From an optimization exercise on the open Yosys and OpenROAD flow, aimed at small area, a short achievable clock period and few clock cycles per item; shortcuts taken in it are not production practice.
Only simulation tests tie the RTL to the original design; equivalence was not proved.

--- design/flow/constraint.sdc ---
create_clock -name core_clock -period 42.0 [get_ports {clk}]
set_input_delay 8.4000 -clock core_clock [delete_from_list [all_inputs] [get_ports {clk}]]
set_output_delay 8.4000 -clock core_clock [all_outputs]
set_load 0.01 [all_outputs]
--- design/flow/design.v ---
module dpcm2d_codec (
    input  wire        clk,
    input  wire        rst,           
    input  wire        cfg_valid,
    input  wire [31:0] cfg_mode,      
    input  wire [31:0] cfg_levels,    
    input  wire        start,
    input  wire [6:0]  width,         
    input  wire [7:0]  height,        
    input  wire        pix_valid,
    output wire        pix_ready,
    input  wire [7:0]  pix,
    output reg         out_valid,
    output reg  [10:0] out_q,         
    output reg  [7:0]  out_recon,     
    output reg         busy,
    output reg         done,
    output reg  [31:0] sse,           
    output reg         cfg_ok,
    output reg  [8:0]  step,
    output reg  [1:0]  err            
);
    localparam MAXW       = 64;     
    localparam ERR_NONE   = 2'd0;
    localparam ERR_CONFIG = 2'd1;
    localparam ERR_INPUT  = 2'd2;
    reg  [1:0] mode;
    wire       cfg_bad      = (cfg_mode > 32'd2) || $signed(cfg_levels) <= 0;
    wire [8:0] levels_small = cfg_levels[8:0];
    wire [9:0] step_num     = 10'd255 + {1'b0, levels_small};
    wire [8:0] step_calc    = (cfg_levels >= 32'd256) ? 9'd1
                                                      : step_num / {1'b0, levels_small};
    reg [6:0] fw;                  
    reg [7:0] fh;                  
    reg [6:0] col;
    reg [7:0] row;
    reg [7:0] orig_line  [0:MAXW-1];    
    reg [7:0] recon_line [0:MAXW-1];    
    reg [7:0] orig_left, orig_tl;       
    reg [7:0] recon_left, recon_tl;     
    assign pix_ready = busy;
    wire accept = busy && pix_valid;
    wire first_col = (col == 7'd0);
    wire first_row = (row == 8'd0);
    wire last_col  = (col == fw - 7'd1);
    wire last_row  = (row == fh - 8'd1);
    wire [7:0] o_l  = first_col              ? 8'd0 : orig_left;
    wire [7:0] o_t  = first_row              ? 8'd0 : orig_line[col[5:0]];
    wire [7:0] o_tl = (first_col | first_row) ? 8'd0 : orig_tl;
    wire [7:0] r_l  = first_col              ? 8'd0 : recon_left;
    wire [7:0] r_t  = first_row              ? 8'd0 : recon_line[col[5:0]];
    wire [7:0] r_tl = (first_col | first_row) ? 8'd0 : recon_tl;
    wire [8:0] o_sum = {1'b0, o_l} + {1'b0, o_t};
    wire [8:0] r_sum = {1'b0, r_l} + {1'b0, r_t};
    wire signed [10:0] p_enc = (mode == 2'd0) ? {3'b000, o_l} :
                               (mode == 2'd1) ? {2'b00, o_sum} - {3'b000, o_tl} :
                                                {3'b000, o_sum[8:1]};
    wire signed [10:0] p_dec = (mode == 2'd0) ? {3'b000, r_l} :
                               (mode == 2'd1) ? {2'b00, r_sum} - {3'b000, r_tl} :
                                                {3'b000, r_sum[8:1]};
    wire signed [11:0] e     = $signed({4'b0000, pix}) - p_enc;
    wire signed [12:0] num   = (e <<< 1) + $signed({4'b0000, step});
    wire        [9:0]  den   = {step, 1'b0};
    wire        [12:0] mag   = num[12] ? (-num + den - 13'd1) : num;
    wire        [12:0] qmag  = mag / den;
    wire signed [10:0] q     = num[12] ? -qmag[10:0] : qmag[10:0];
    wire signed [20:0] d     = q * $signed({1'b0, step});
    wire signed [21:0] v     = p_dec + d;
    wire        [7:0]  recon = (v < 0) ? 8'd0 : (v > 255) ? 8'd255 : v[7:0];
    wire signed [8:0]  diff  = $signed({1'b0, pix}) - $signed({1'b0, recon});
    wire        [15:0] sq    = diff * diff;
    always @(posedge clk) begin
        if (accept) begin
            orig_line[col[5:0]]  <= pix;
            recon_line[col[5:0]] <= recon;
        end
    end
    always @(posedge clk) begin
        if (rst) begin
            mode      <= 2'd0;
            cfg_ok    <= 1'b0;
            step      <= 9'd0;
            err       <= ERR_NONE;
            busy      <= 1'b0;
            done      <= 1'b0;
            sse       <= 32'd0;
            out_valid <= 1'b0;
            out_q     <= 11'd0;
            out_recon <= 8'd0;
            fw        <= 7'd0;
            fh        <= 8'd0;
            col       <= 7'd0;
            row       <= 8'd0;
            orig_left  <= 8'd0;
            orig_tl    <= 8'd0;
            recon_left <= 8'd0;
            recon_tl   <= 8'd0;
        end else begin
            done      <= 1'b0;
            out_valid <= 1'b0;
            if (!busy && cfg_valid) begin
                if (cfg_bad) begin
                    cfg_ok <= 1'b0;
                    mode   <= 2'd0;
                    step   <= 9'd0;
                    err    <= ERR_CONFIG;
                end else begin
                    cfg_ok <= 1'b1;
                    mode   <= cfg_mode[1:0];
                    step   <= step_calc;
                    err    <= ERR_NONE;
                end
            end else if (!busy && start) begin
                if (!cfg_ok) begin
                    err <= ERR_CONFIG;
                end else if (width == 7'd0 || width > MAXW || height == 8'd0) begin
                    err <= ERR_INPUT;
                end else begin
                    err  <= ERR_NONE;
                    busy <= 1'b1;
                    fw   <= width;
                    fh   <= height;
                    col  <= 7'd0;
                    row  <= 8'd0;
                    sse  <= 32'd0;
                end
            end
            if (accept) begin
                out_valid  <= 1'b1;
                out_q      <= q;
                out_recon  <= recon;
                sse        <= sse + {16'd0, sq};
                orig_tl    <= o_t;
                recon_tl   <= r_t;
                orig_left  <= pix;
                recon_left <= recon;
                if (last_col) begin
                    col <= 7'd0;
                    row <= row + 8'd1;
                    if (last_row) begin
                        busy <= 1'b0;
                        done <= 1'b1;
                    end
                end else begin
                    col <= col + 7'd1;
                end
            end
        end
    end
endmodule
--- design/flow/run.sh ---
#!/bin/bash
# synth_recipe.tcl (not shown) runs the flow's synth.tcl, then flattens the netlist and writes it again
# the make line also repeats each setting of config.mk as NAME=value (left out here)
make -C /OpenROAD-flow-scripts/flow DESIGN_CONFIG=/design/flow/config.mk WORK_HOME=/design/flow/orfs CLKGATE_MAP_FILE= SYNTH_SCRIPT=/design/flow/synth_recipe.tcl finish
--- design/flow/config.mk ---
export PLATFORM = sky130hd
export DESIGN_NAME = dpcm2d_codec
export DESIGN_NICKNAME = dpcm2d_codec
export VERILOG_FILES = /design/flow/design.v
export SDC_FILE = /design/flow/constraint.sdc
export NUM_CORES = 4
export LEC_CHECK = 0
export CAP_MARGIN = 20
export CORE_MARGIN = 2
export CORE_UTILIZATION = 40
export SLEW_MARGIN = 20
==> notes.md <==
Fraction of registers with async set/reset: 0%
Worst-path maximum fanout: 7
Worst Tran Pin Value: 1.03 ns
Startpoint types: input port
Synth Area in Simple Gates: 7.86%
Area contributors post-synth: edfxtp_1 50%, mux4_2 12%, ha_1 6.2%
DR vias: 38200
Xor/xnor cell area share of the yosys netlist: 2.48%
Gr ovfl total: 0
DIE AREA: 0.157 sq mm
Num CTS Buffers: 116
Routed wire per std cell: 23.0 um
Vias in the first global route: 38600
Critical path's top delay family: compound AO/OA/AOI/OAI gates
Largest net degree at the start of global routing: 89
Core region area: 0.152 sq mm
Area growth syn-to-layout: 17.2%
Final Util: 47.3%
Tcrit/Tclk final: 96.5%
Gpl congestion: 0.885
EDFF count, synth: 1024
Layout cells sized above 1: 22.1%
Final Non-Filler Cells: 6949
Most frequent cells in the layout: 1024 x edfxtp_1, 337 x inv_1, 336 x mux4_2
Initial DRC Count: 3043
Kind of critical path: in2reg
Worst-Skew Late Latency: 0.77 ns
Finish-stage setup viols: 0
CTS Root Cell: clkbuf_16
Total clock sinks: 1152
CP endpoint kind: flop
Synth Net Count: 4961
Final wirelength: 160 mm
Final nets: 5385
Worst clock skew: 0.0781 ns
First-pass iteration count of the detailed router: 6
Slowest Stage Delay on Critical Path: 0.63 ns
Multiplexer share of the synthesized area: 13.7%
Placed cells: 6688
Final min period: 40.54 ns
Outcome: no timing/DRC/antenna violations
# H-tree levels: 3
I/O pin count: 159
Fill cells: 13200
Ant diodes: 0
IO Port Bufs: 158
Post-Synth Adder-Cell Area: 11.6%
Netlist cell types: 88
Clock Path Buffers: 3
Peak Freq: 24.7 MHz
Chip width: 396 um
FF+latch area: 0.0333 sq mm
Met2 WL post-DR: 77.0 mm
CTS tree: built
Critical path's most frequent cell: ha_1
Max stage delay cell, worst path: fa_2
Maxcap violations: 0
Met1 Routed Length: 69.9 mm
Antenna Nets Post-Route: 0
Synth Warn #: 1
Initial Utilization: 40.4%
Top sig layer: met5
Hold Path Class: reg2reg
Clk slew on worst S/H paths: 0.06 ns
Post-Syn Instances: 4398
DRC violations left: 0
Seq/Total Area, Yosys: 54.2%
Vias per cell: 5.50
Initial antenna violation count: 9
Slew Viols, Final: 0
Cell area after synthesis: 0.0615 sq mm
Footprint of the multi-input gates: 0.0271 sq mm
Die extent in y: 396 um
Post-synth top area share: 50.0%
Metal3 WL: 9.20 mm
#FFs+latches synth: 1152
Final-report hold violation count: 0
Worst path buffer plus inverter count: 15
Synth Area per Inst: 14.0 sq um
Compound-Gate Fraction of Synth Area: 6.97%
CP Data Required Time: 42.64 ns
Main combinational cell family by area after synthesis: multiplexers
Most common cell after layout, fill and taps aside: edfxtp_1
Total GRT Usage: 20.3%
Main synth FF type: edfxtp_1
Critical Path AT: 41.19 ns
Site Rows: 143
Post-detail-place hpwl: 109 mm
Global-route wire length before repair: 242 mm
Leading area contributor after synthesis: edfxtp_1
Max transition margin: 31.3%
## flip-flops by register name, summed over array words and instances (netlist names), 2 cells and up, named ones only
name,flops
orig_line,512
recon_line,512
sse,32
out_q,11
step,9
fh,8
orig_left,8
orig_tl,8
out_recon,8
recon_tl,8
row,8
col,7
fw,7
err,2
mode,2
## cells in the mapped netlist (all sizes together), types with 124 or more instances
cell type and instances:
a21oi 199, clkbuf 127, dfxtp 128, edfxtp 1024, fa 166, ha 305
inv 352, mux4 336, nand2 274, nor2 290, o21ai 133, xnor2 124
## stage by stage
step	TNS (ns)	instance area (sq um)	setup WS, ns	hold WS (ns)
final	0	72000	1.46	0.452
after global routing	-3.88	72000	-0.291	0.472
after CTS	0	70900	0.0897	0.452
after detailed placement	-9.75	67100	-0.630	0.444
after global placement	0	67100	0.139	0.438
after floorplan	0	61600	0.0327	0.432
## logic make-up after synthesis
logic type	count (synthesis)
adders and majority gates	471
and+or+nand+nor	1005
other	1
muxes	415
AOI/OAI and AO/OA	659
xor gates and xnor gates	174
buffers and inverters	521
DFF	1152
## worst register-to-register path, delay by kind of cell (launching register included)
kind | cells | cell delay [ns]
buf+inv | 18 | 1.97
flops | 1 | 0.76
xor+xnor | 5 | 0.85
compound gates | 71 | 13.46
mux | 8 | 2.81
simple gates | 45 | 6.52
fa+ha+maj | 31 | 11.43
## path summary, 6_finish.rpt
| kind | startpoint | to | slack, ns | depth (start not counted) |
|---|---|---|---|---|
| setup / recovery | pix[0] | sse[28] | 1.46 | 167 |
| hold reg to reg | orig_left[2] | orig_left[2] | 0.45 | 2 |
| hold / removal | orig_left[2] | orig_left[2] | 0.45 | 2 |
| setup reg to reg | flop | sse[28] | 4.13 | 178 |
## repair_timing
action	in CTS	in global routing
pin swaps	0	108
cloned	0	1
hold buffers	0	0
endpoints found under the setup margin	1	26
gates resized for setup	1	181
buffers inserted	0	45
## layer usage
metal  track usage (%)  up-vias
li1                  -    17400
met1              28.4    19500
met2              33.3     1060
met3              3.04      218
met4              4.99        2
met5                 0        -
## cell type report
class	count	share of cell area (%)
inverters	353	1.85
clock inverters	71	1.04
well taps	2030	3.53
clock buffers	144	4.22
repair buffers	474	5.53
flip-flops and latches	1152	46.3
multi-input cells	2725	37.6
Testbench counts, summed over its fixed seeds: cycles 49,248, pixels 49,152.

port drivers added, routing unchanged:
Ports are ideal in the flow. The routed layout listed here was re-timed in OpenROAD. Step 1 assumes that a clkbuf_16 drives the clock port and a buf_2 every other input. Step 2 times the ports against the registers' clock, not the clock port: input delays grow and output delays shrink by t, the midpoint of the rising clock arrivals with the driver on. Slacks: ideal / step 1 / step 2; pairs: ideal / step 1.
t, ns: 0.805
slack for setup (ns): 1.456 / 1.495 / 0.690
clock arrival spread, ns: 0.078 / 0.079
cell pins on the clock port's net: 1
After both steps this run still meets setup and hold. For this run, drivers alone change the setup slack by +0.039 ns; drivers and shift together by -0.766 ns.
